Background: an optimization exercise with open tools, aiming at small area, a short achievable clock period and few clock cycles per item. Do not read the settings as production practice. In this exercise RTL edits were held to simulation tests only and were not proved equivalent to the original. Power is estimated from default activity; no workload was simulated.

`flow/constraint.sdc`:
```
create_clock -name core_clock -period 9.0 [get_ports {clk}]
set_input_delay 1.8000 -clock core_clock [delete_from_list [all_inputs] [get_ports {clk}]]
set_output_delay 1.8000 -clock core_clock [all_outputs]
set_load 0.01 [all_outputs]
```
`flow/run.sh`:
```
#!/bin/bash
# synth_recipe.tcl (not shown) runs the flow's synth.tcl, then flattens the netlist and writes it again
# the make line also repeats each setting of config.mk as NAME=value (left out here)
make -C /OpenROAD-flow-scripts/flow DESIGN_CONFIG=/design/flow/config.mk WORK_HOME=/design/flow/orfs CLKGATE_MAP_FILE= SYNTH_SCRIPT=/design/flow/synth_recipe.tcl finish
```
`flow/design.v`:
```
module muxcodec_quant (
    input  wire        clk,
    input  wire        rst,         
    input  wire        in_valid,
    output wire        in_ready,
    input  wire        in_op,       
    input  wire [2:0]  in_res,      
    input  wire [2:0]  in_qty,      
    input  wire [63:0] in_din,
    output reg         out_valid,
    output reg  [63:0] out_dout,
    output reg  [2:0]  out_err      
);
    localparam [2:0] ERR_NONE    = 3'd0;
    localparam [2:0] ERR_BADRES  = 3'd3;
    localparam [2:0] ERR_ILLEGAL = 3'd5;
    localparam [1:0] S_IDLE = 2'd0;
    localparam [1:0] S_DIV  = 2'd1;
    localparam [1:0] S_MUL  = 2'd2;
    localparam [1:0] S_FIN  = 2'd3;
    localparam [63:0] NAN_F64 = 64'h7FF8000000000000;
    function [63:0] scale_bits;
        input [2:0] q;
        input [1:0] r;
        begin
            case ({q, r})
                5'b000_00: scale_bits = 64'h3F847AE147AE147B;  
                5'b000_01: scale_bits = 64'h3F1A36E2EB1C432D;  
                5'b000_10: scale_bits = 64'h3EE4F8B588E368F1;  
                5'b001_00: scale_bits = 64'h3FB999999999999A;  
                5'b001_01: scale_bits = 64'h3F30624DD2F1A9FC;  
                5'b001_10: scale_bits = 64'h3EE4F8B588E368F1;  
                5'b010_00: scale_bits = 64'h3FE0000000000000;  
                5'b010_01: scale_bits = 64'h3F847AE147AE147B;  
                5'b010_10: scale_bits = 64'h3F50624DD2F1A9FC;  
                5'b011_00: scale_bits = 64'h3F80204081020408;  
                5'b011_01: scale_bits = 64'h3F00002000400080;  
                5'b011_10: scale_bits = 64'h3E00000000200000;  
                5'b100_00: scale_bits = 64'h3FE0000000000000;  
                5'b100_01: scale_bits = 64'h3FB999999999999A;  
                5'b100_10: scale_bits = 64'h3F50624DD2F1A9FC;  
                5'b101_00: scale_bits = 64'h3FF0000000000000;  
                5'b101_01: scale_bits = 64'h3FB999999999999A;  
                5'b101_10: scale_bits = 64'h3F50624DD2F1A9FC;  
                5'b110_00: scale_bits = 64'h3F847AE147AE147B;  
                5'b110_01: scale_bits = 64'h3F50624DD2F1A9FC;  
                5'b110_10: scale_bits = 64'h3EB0C6F7A0B5ED8D;  
                5'b111_00: scale_bits = 64'h3FF0000000000000;  
                5'b111_01: scale_bits = 64'h3FB999999999999A;  
                5'b111_10: scale_bits = 64'h3F50624DD2F1A9FC;  
                default:   scale_bits = 64'h3FF0000000000000;
            endcase
        end
    endfunction
    function [31:0] f64_to_f32;
        input [63:0] v;
        reg        s;
        reg [10:0] e;
        reg [51:0] f;
        reg [52:0] m;
        reg [11:0] d;
        reg [22:0] q;
        reg        rb, sb, up;
        reg [30:0] body;
        reg [115:0] ext;
        begin
            s = v[63];
            e = v[62:52];
            f = v[51:0];
            m = {1'b1, f};
            if (e == 11'h7FF) begin
                if (f == 52'd0)
                    f64_to_f32 = {s, 8'hFF, 23'd0};
                else
                    f64_to_f32 = {s, 8'hFF, 1'b1, f[50:29]};
            end else if (e == 11'd0) begin
                f64_to_f32 = {s, 31'd0};
            end else if (e >= 11'd1151) begin
                f64_to_f32 = {s, 8'hFF, 23'd0};
            end else if (e >= 11'd897) begin
                rb   = f[28];
                sb   = |f[27:0];
                up   = rb & (sb | f[29]);
                body = {e[7:0] - 8'd128, f[51:29]} + {30'd0, up};
                f64_to_f32 = {s, body};
            end else begin
                d   = 12'd926 - {1'b0, e};
                if (d > 12'd63) d = 12'd63;
                ext = {m, 63'd0} >> d[5:0];
                q   = ext[85:63];
                rb  = ext[62];
                sb  = |ext[61:0];
                up   = rb & (sb | q[0]);
                body = {8'd0, q} + {30'd0, up};
                f64_to_f32 = {s, body};
            end
        end
    endfunction
    function [63:0] f32_to_f64;
        input [31:0] u;
        reg        s;
        reg [7:0]  e;
        reg [22:0] m;
        reg [4:0]  p;
        reg [51:0] fr;
        integer    i;
        begin
            s = u[31];
            e = u[30:23];
            m = u[22:0];
            if (e == 8'hFF) begin
                if (m == 23'd0)
                    f32_to_f64 = {s, 11'h7FF, 52'd0};
                else
                    f32_to_f64 = {s, 11'h7FF, 1'b1, m[21:0], 29'd0};
            end else if (e == 8'd0) begin
                if (m == 23'd0) begin
                    f32_to_f64 = {s, 63'd0};
                end else begin
                    p = 5'd0;
                    for (i = 0; i < 23; i = i + 1)
                        if (m[i]) p = i[4:0];
                    fr = {29'd0, m} << (6'd52 - {1'b0, p});
                    f32_to_f64 = {s, 11'd874 + {6'd0, p}, fr};
                end
            end else begin
                f32_to_f64 = {s, {3'd0, e} + 11'd896, m, 29'd0};
            end
        end
    endfunction
    reg  [1:0]   state;
    reg          r_op;        
    reg  [1:0]   r_res;
    reg          r_neg;
    reg  [5:0]   r_cnt;
    reg  [52:0]  r_mb;        
    reg  [10:0]  r_eb;        
    reg  signed [12:0] r_exp;      
    reg  [4:0]   r_sh;        
    reg  [53:0]  r_rem;       
    reg  [53:0]  r_quo;       
    reg  [52:0]  r_hi;        
    reg  [31:0]  r_lo;        
    assign in_ready = (state == S_IDLE);
    wire accept = in_valid && in_ready;
    wire [63:0] sc       = scale_bits(in_qty, in_res[1:0]);
    wire [52:0] sc_m     = {1'b1, sc[51:0]};
    wire [10:0] sc_e     = sc[62:52];
    wire [10:0] din_e    = in_din[62:52];
    wire [52:0] din_m    = {1'b1, in_din[51:0]};
    reg  [31:0] k_in;
    always @(*) begin
        case (in_res[1:0])
            2'd0:    k_in = {{24{in_din[7]}},  in_din[7:0]};
            2'd1:    k_in = {{16{in_din[15]}}, in_din[15:0]};
            default: k_in = in_din[31:0];
        endcase
    end
    reg [31:0] k_min;
    always @(*) begin
        case (in_res[1:0])
            2'd0:    k_min = 32'hFFFFFF80;
            2'd1:    k_min = 32'hFFFF8000;
            default: k_min = 32'h80000000;
        endcase
    end
    wire [31:0] k_abs = k_in[31] ? (~k_in + 32'd1) : k_in;
    reg [4:0] k_lz;
    integer   j;
    always @(*) begin
        k_lz = 5'd0;
        for (j = 0; j < 32; j = j + 1)
            if (k_abs[j]) k_lz = 5'd31 - j[4:0];
    end
    wire        div_ge  = (r_rem >= {1'b0, r_mb});
    wire [53:0] div_sub = r_rem - {1'b0, r_mb};
    wire        dq_rb  = r_quo[0];
    wire        dq_sb  = |r_rem;
    wire        dq_up  = dq_rb & (dq_sb | r_quo[1]);
    wire [53:0] dq_rnd = {1'b0, r_quo[53:1]} + {53'd0, dq_up};
    wire [52:0] dq_man = dq_rnd[53] ? dq_rnd[53:1] : dq_rnd[52:0];
    wire signed [12:0] dq_exp = dq_rnd[53] ? (r_exp + 13'sd1) : r_exp;
    reg  [30:0] q_maxv;
    reg  [5:0]  q_wm1;    
    always @(*) begin
        case (r_res)
            2'd0:    begin q_maxv = 31'h7F;       q_wm1 = 6'd7;  end
            2'd1:    begin q_maxv = 31'h7FFF;     q_wm1 = 6'd15; end
            default: begin q_maxv = 31'h7FFFFFFF; q_wm1 = 6'd31; end
        endcase
    end
    reg  [30:0] q_mag;
    always @(*) begin
        if (dq_exp >= $signed({7'd0, q_wm1}))
            q_mag = q_maxv;
        else if (dq_exp < 0)
            q_mag = 31'd0;
        else
            q_mag = dq_man >> (6'd52 - dq_exp[5:0]);
    end
    wire [31:0] q_val = r_neg ? (~{1'b0, q_mag} + 32'd1) : {1'b0, q_mag};
    reg  [63:0] q_dout;
    always @(*) begin
        case (r_res)
            2'd0:    q_dout = {56'd0, q_val[7:0]};
            2'd1:    q_dout = {48'd0, q_val[15:0]};
            default: q_dout = {32'd0, q_val};
        endcase
    end
    wire [53:0] mul_sum = {1'b0, r_hi} + (r_lo[0] ? {1'b0, r_mb} : 54'd0);
    wire [84:0] mp     = {r_hi, r_lo};
    wire        mp_top = mp[84];
    wire [52:0] mp_man = mp_top ? mp[84:32] : mp[83:31];
    wire        mp_rb  = mp_top ? mp[31] : mp[30];
    wire        mp_sb  = mp_top ? (|mp[30:0]) : (|mp[29:0]);
    wire        mp_up  = mp_rb & (mp_sb | mp_man[0]);
    wire [53:0] mp_rnd = {1'b0, mp_man} + {53'd0, mp_up};
    wire [11:0] mp_exp = {1'b0, r_eb} + (mp_top ? 12'd84 : 12'd83) - 12'd52
                         - {7'd0, r_sh} + {11'd0, mp_rnd[53]};
    wire [51:0] mp_fr  = mp_rnd[53] ? mp_rnd[52:1] : mp_rnd[51:0];
    wire [63:0] m_dout = {r_neg, mp_exp[10:0], mp_fr};
    always @(posedge clk) begin
        if (rst) begin
            state     <= S_IDLE;
            out_valid <= 1'b0;
            out_dout  <= 64'd0;
            out_err   <= ERR_NONE;
        end else begin
            out_valid <= 1'b0;
            case (state)
                S_IDLE: begin
                    if (accept) begin
                        r_op  <= in_op;
                        r_res <= in_res[1:0];
                        r_mb  <= sc_m;
                        r_eb  <= sc_e;
                        if (in_res >= 3'd5) begin
                            out_valid <= 1'b1;
                            out_dout  <= 64'd0;
                            out_err   <= ERR_ILLEGAL;
                        end else if (in_res == 3'd4) begin
                            out_valid <= 1'b1;
                            out_dout  <= 64'd0;
                            out_err   <= ERR_BADRES;
                        end else if (in_res == 3'd3) begin
                            out_valid <= 1'b1;
                            out_err   <= ERR_NONE;
                            if (!in_op)
                                out_dout <= {32'd0, f64_to_f32(in_din)};
                            else
                                out_dout <= f32_to_f64(in_din[31:0]);
                        end else if (!in_op) begin
                            if (din_e == 11'h7FF) begin
                                out_valid <= 1'b1;
                                out_err   <= ERR_NONE;
                                out_dout  <= {32'd0, k_min} & (in_res[1:0] == 2'd0 ? 64'hFF :
                                                              in_res[1:0] == 2'd1 ? 64'hFFFF :
                                                                                    64'hFFFFFFFF);
                            end else if (din_e == 11'd0) begin
                                out_valid <= 1'b1;
                                out_err   <= ERR_NONE;
                                out_dout  <= 64'd0;
                            end else begin
                                r_neg <= in_din[63];
                                r_quo <= 54'd0;
                                r_cnt <= 6'd54;
                                if (din_m < sc_m) begin
                                    r_rem <= {din_m, 1'b0};
                                    r_exp <= $signed({2'b00, din_e}) - $signed({2'b00, sc_e}) - 13'sd1;
                                end else begin
                                    r_rem <= {1'b0, din_m};
                                    r_exp <= $signed({2'b00, din_e}) - $signed({2'b00, sc_e});
                                end
                                state <= S_DIV;
                            end
                        end else begin
                            if (k_in == k_min) begin
                                out_valid <= 1'b1;
                                out_err   <= ERR_NONE;
                                out_dout  <= NAN_F64;
                            end else if (k_in == 32'd0) begin
                                out_valid <= 1'b1;
                                out_err   <= ERR_NONE;
                                out_dout  <= 64'd0;
                            end else begin
                                r_neg <= k_in[31];
                                r_sh  <= k_lz;
                                r_hi  <= 53'd0;
                                r_lo  <= k_abs << k_lz;
                                r_cnt <= 6'd32;
                                state <= S_MUL;
                            end
                        end
                    end
                end
                S_DIV: begin
                    if (div_ge) begin
                        r_rem <= {div_sub[52:0], 1'b0};
                        r_quo <= {r_quo[52:0], 1'b1};
                    end else begin
                        r_rem <= {r_rem[52:0], 1'b0};
                        r_quo <= {r_quo[52:0], 1'b0};
                    end
                    r_cnt <= r_cnt - 6'd1;
                    if (r_cnt == 6'd1) state <= S_FIN;
                end
                S_MUL: begin
                    r_hi  <= mul_sum[53:1];
                    r_lo  <= {mul_sum[0], r_lo[31:1]};
                    r_cnt <= r_cnt - 6'd1;
                    if (r_cnt == 6'd1) state <= S_FIN;
                end
                S_FIN: begin
                    out_valid <= 1'b1;
                    out_err   <= ERR_NONE;
                    out_dout  <= r_op ? m_dout : q_dout;
                    state     <= S_IDLE;
                end
            endcase
        end
    end
endmodule
```
`flow/config.mk`:
```
export PLATFORM = sky130hd
export DESIGN_NAME = muxcodec_quant
export DESIGN_NICKNAME = muxcodec_quant
export VERILOG_FILES = /design/flow/design.v
export SDC_FILE = /design/flow/constraint.sdc
export NUM_CORES = 4
export LEC_CHECK = 0
export CAP_MARGIN = 20
export CORE_MARGIN = 2
export CORE_UTILIZATION = 40
export SLEW_MARGIN = 20
```
==> run summary <==
The post-CTS repair timing setup buffer count came out at 0. The beginning of the worst register-to-register path is r_quo[8]. The post-route minimum period is 8.29 ns.

The die outline area came out at 116,000 um2. The final setup skew is 0.0586 ns. The family of cells with the greatest summed delay on the critical path is compound AO/OA/AOI/OAI gates. The transition time at the pin with the least slew margin came out at 1.24 ns. Hold timing on the final database bottoms out at a slack of 0.477 ns. The largest individual stage delay along the critical path comes from the cell o21ai_4.

The number of different library cells in the post-synthesis netlist came out at 124. The adder-cell share of the synthesized area is 0.0600. The placed cell area is 48,800 um2. The net count after synthesis is 6,326.

The sink count of the clock tree came out at 336. The worst slew margin relative to its limit is 0.168. The logic depth of the worst register-to-register path is 20. The quantity of I/O buffers inserted on ports came out at 142. The number of maximum-capacitance constraint violations is 0. In this run the vertical extent of the chip is 341 um.

The flow ran to the end and the layout has no timing, DRC or antenna violations. The total of cells resized after clock tree synthesis is 0. Summed over all cells, the static leakage comes to 19.0 nW. The number of antenna-violating nets in the routed design is 0. Clock-pin slew was measured on the worst setup and hold paths at 0.06 ns. The worst-case hold path end point is out_err[2]. The number of pins with negative max-slew slack in the final report came to 0. The H-tree was split into 2 levels.

The final worst-path setup slack came out at 0.710 ns. The number of core rows came out at 123. Traced cell by cell, the critical path runs through clkdlybuf4s50_1 > ha_1 > and4_1 > or3_4 > a21oi_4 > o21ai_4 > nor2_1 > a222oi_1 > o21ai_1 > o311ai_0 > buf_4 > o22ai_1 > nor2_1 > ha_1 > inv_1 > a2111oi_1 > or4b_1 > buf_4 > xnor2_1 > a21oi_1 > o21ai_0 > a221oi_1 > nor3_1. The final weighted congestion in routability-driven placement came out at 1.08. The worst setup path is of the in2reg kind. The routed wire length is 224,000 um.

The top cell types in the final layout, fill and taps aside, are nand2_1, nor2_1, o21ai_0, a21oi_1, edfxtp_1. Counting flops and latches in the post-synthesis netlist gives 336. The average vias per placed instance is 6.66. Entering global routing, the biggest net connects 103 pins. The number of vias in the routed layout is 50,300. The critical path endpoint category is a flop. The residual DRC count is 0. The synthesis-to-finish area growth is 10.8%.

The mapped cell area is 45,400 um2. The post-synthesis xor/xnor area fraction is 0.0571. The number of endpoints failing setup at the final stage is 0. After detailed placement, the design holds a cell count of 7,465. The count of boundary I/O pins is 143. The insertion delay to the later sink of the worst-skew pair came out at 0.65 ns.

By area, the combinational part of the netlist is dominated by compound AO/OA/AOI/OAI gates. On the worst path, the slowest cell contributes a delay of 0.73 ns. The total negative slack for setup checks is 0 ns. The critical path buffer and inverter count is 4. The initial utilization of the core area, before any placement, comes to 0.403. For this run, the number of Yosys warnings is 1. The number of hold violations in the final report is 0. The total CTS buffers came out at 46. The worst register-to-register path ends at out_dout[31].

The area fraction in compound gates after synthesis is 0.271. Summing internal, switching and leakage power gives 8.77 mW. Counting buffers and inverters, the worst setup path is 23 cells deep. At the end of the flow the core is filled with cells to 0.447.

The number of nets in the layout came out at 6,300. Excluding fillers, the count of instances in the completed layout stands at 7,556. The via count of the first global-routing pass was 46,000. After synthesis, the share of cell area in mux cells is 0.0952.

TritonCTS built the clock tree. The highest achievable clock rate came out at 121 MHz. The fraction of the cycle the final worst path needs came out at 0.921.

The average routed wire per standard cell came out at 29.7 um. Leaving out fill and tap cells, the most frequent cell in the layout is nand2_1. The portion of the post-synthesis area used by sequential elements came out at 0.207. Setup repair after global routing left no endpoint under its margin. For this run, the leading register cell type out of synthesis is edfxtp_1. The total global-route track usage is 0.371. The number of buffers inserted for hold repair after clock tree synthesis is 0.

The first global-routing pass estimated 322,000 um of wire. The iteration-0 DRC count of the detailed router is 6,400. The pre-antenna-repair detailed-routing pass consisted of 7 iterations. The area of the core region is 112,000 um2. The path class of the tightest hold or removal check is reg2reg. Detailed placement ended at an HPWL of 173,000 um. The die is 341 um wide. The count of cells along the worst hold path is 2. Synthesis handed over a netlist of 6,039 instances. Of the cells placed in the final design, the portion with a size suffix greater than 1 is 0.0941. The beginning of the worst hold path is out_err[2]. The number of antenna violations at the first check in global routing is 14. The nature of the critical path startpoint is an input pin. In this run the clock root is driven by a clkbuf_16. The share of synthesized cell area in and, or, nand and nor gates is 0.248.

The worst endpoint required time came out at 9.56 ns. The longest clock path from root to sink contains 3 buffers. The data arrival time at the worst-slack endpoint is 8.85 ns. The worst setup slack after placement is 0.279 ns. Tracing the worst setup path back leads to its startpoint at in_din[53].

The share of synthesized registers carrying an async set or reset came out at 0. The setup slack of the most critical reg-to-reg path came out at 0.95 ns. The maximum vdd drop is 192 uV. With fillers left out, the area of the finished cells amounts to 50,300 um2.

Summed over all layers, the global routing overflow is 0. The count of flip-flops with a built-in enable after synthesis came out at 266. The power per unit of standard cell area came out at 174 nW/um2. The average cell area after synthesis is 7.52 um2. The peak fanout along the critical path is 28.
## worst register-to-register path, cell delays in order (launching register included)
cell and delay (ns):
edfxtp_1 0.59, and4_1 0.46, nand4_2 0.32, nor4_4 0.57, buf_4 0.29, nand2_1 0.07
nand2_1 0.09, inv_1 0.05, ha_1 0.29, xnor3_2 0.81, buf_12 0.35, mux2_2 0.41
mux2_2 0.33, o2111a_1 0.14, a211oi_1 0.74, a21oi_1 0.19, and3b_1 0.34, nand4_1 0.43
or3_1 0.53, o311ai_1 0.69, a41oi_1 0.20
## routing by layer
metal	wire length, um	track usage
met3	21300	0.0737
met5	105	0
met4	15700	0.228
met1	91200	0.489
met2	95700	0.556
## flip-flops by register name, indices dropped and copies added, names as in the netlist, 3 cells and up
name      flops
r_cnt         6
r_hi         53
r_exp        13
r_mb         40
r_sh          5
r_lo         32
r_rem        54
out_err       3
r_eb          5
out_dout     64
r_quo        54
## cells in the mapped netlist, types with 21 or more instances
cell	number	area (um2)
o211ai_1	136	1020
nor4_1	82	513
a311oi_1	24	210
inv_1	220	826
a31oi_1	75	469
nor2b_1	72	450
o21bai_1	21	158
a21o_1	97	728
nand3_1	204	1020
o22ai_1	62	388
a211oi_1	141	1060
o221ai_1	23	201
ha_1	205	2560
and4_1	21	184
a221oi_1	44	385
mux2_2	68	766
buf_2	72	360
nor3_1	178	891
or3_1	42	263
dfxtp_1	70	1400
a22oi_1	35	263
a21oi_1	424	2120
o21a_1	33	248
mux2i_1	246	2460
edfxtp_1	266	7990
clkbuf_1	319	1200
nor2_1	564	2120
or2_2	33	206
nand2b_1	71	444
and2_1	148	926
xor2_1	119	1040
nand4_1	94	588
and3_1	81	507
o31ai_1	58	435
xnor2_1	170	1490
nand2_1	593	2230
o21ai_0	434	2170
buf_1	48	180
mux4_2	48	1080
## area by class of cell
class	instances	area (um2)
antenna	8	20.0
timing repair buffer	389	3340
fill	11500	62200
clock inverter	25	239
inverter	226	848
multi-input combinational	5014	33300
sequential	336	9390
tap	1500	1880
clock buffer	58	1230
## cells by family after synthesis
| logic type | Yosys count |
|---|---|
| flops | 336 |
| compound gates | 1867 |
| fa+ha+maj | 213 |
| buf+inv | 689 |
| xor+xnor | 292 |
| mux | 363 |
| simple gates | 2279 |
## report_power, final
group	switching (mW)	internal (mW)
Clock	0.812	1.03
Sequential	0.341	2.08
Combinational	2.84	1.66
## worst max path at each step
stage	to	slack [ns]
floorplan	r_quo[0]	0.46
global placement	r_lo[30]	0.38
detailed placement	out_dout[14]	0.28
CTS	out_dout[14]	0.90
global route	out_dout[14]	0.27
finish	out_dout[14]	0.71
Testbench counts, summed over its fixed seeds: cycles 396,293, items 12,000.

## re-timing with driven ports
In the flow no input, the clock included, has a driving cell. The finished layout below was timed again as built, in two steps. Step 1, drivers: a clkbuf_16 drives clk and a buf_2 each remaining input, both assumed. Step 2 also shifts input and output timing later by t, the mid clock arrival at the registers, as if the neighbouring blocks saw the same clock. Three values: ideal ports, drivers, drivers and shift; two values: the first two.
shift t [ns]: 0.709
setup WS [ns]: 0.710 / 0.769 / 0.060
worst register clock-pin slew, ns: 0.07 / 0.07
After both steps this run still meets setup and hold. For this run, drivers alone change the setup slack by +0.059 ns; drivers and shift together by -0.650 ns.
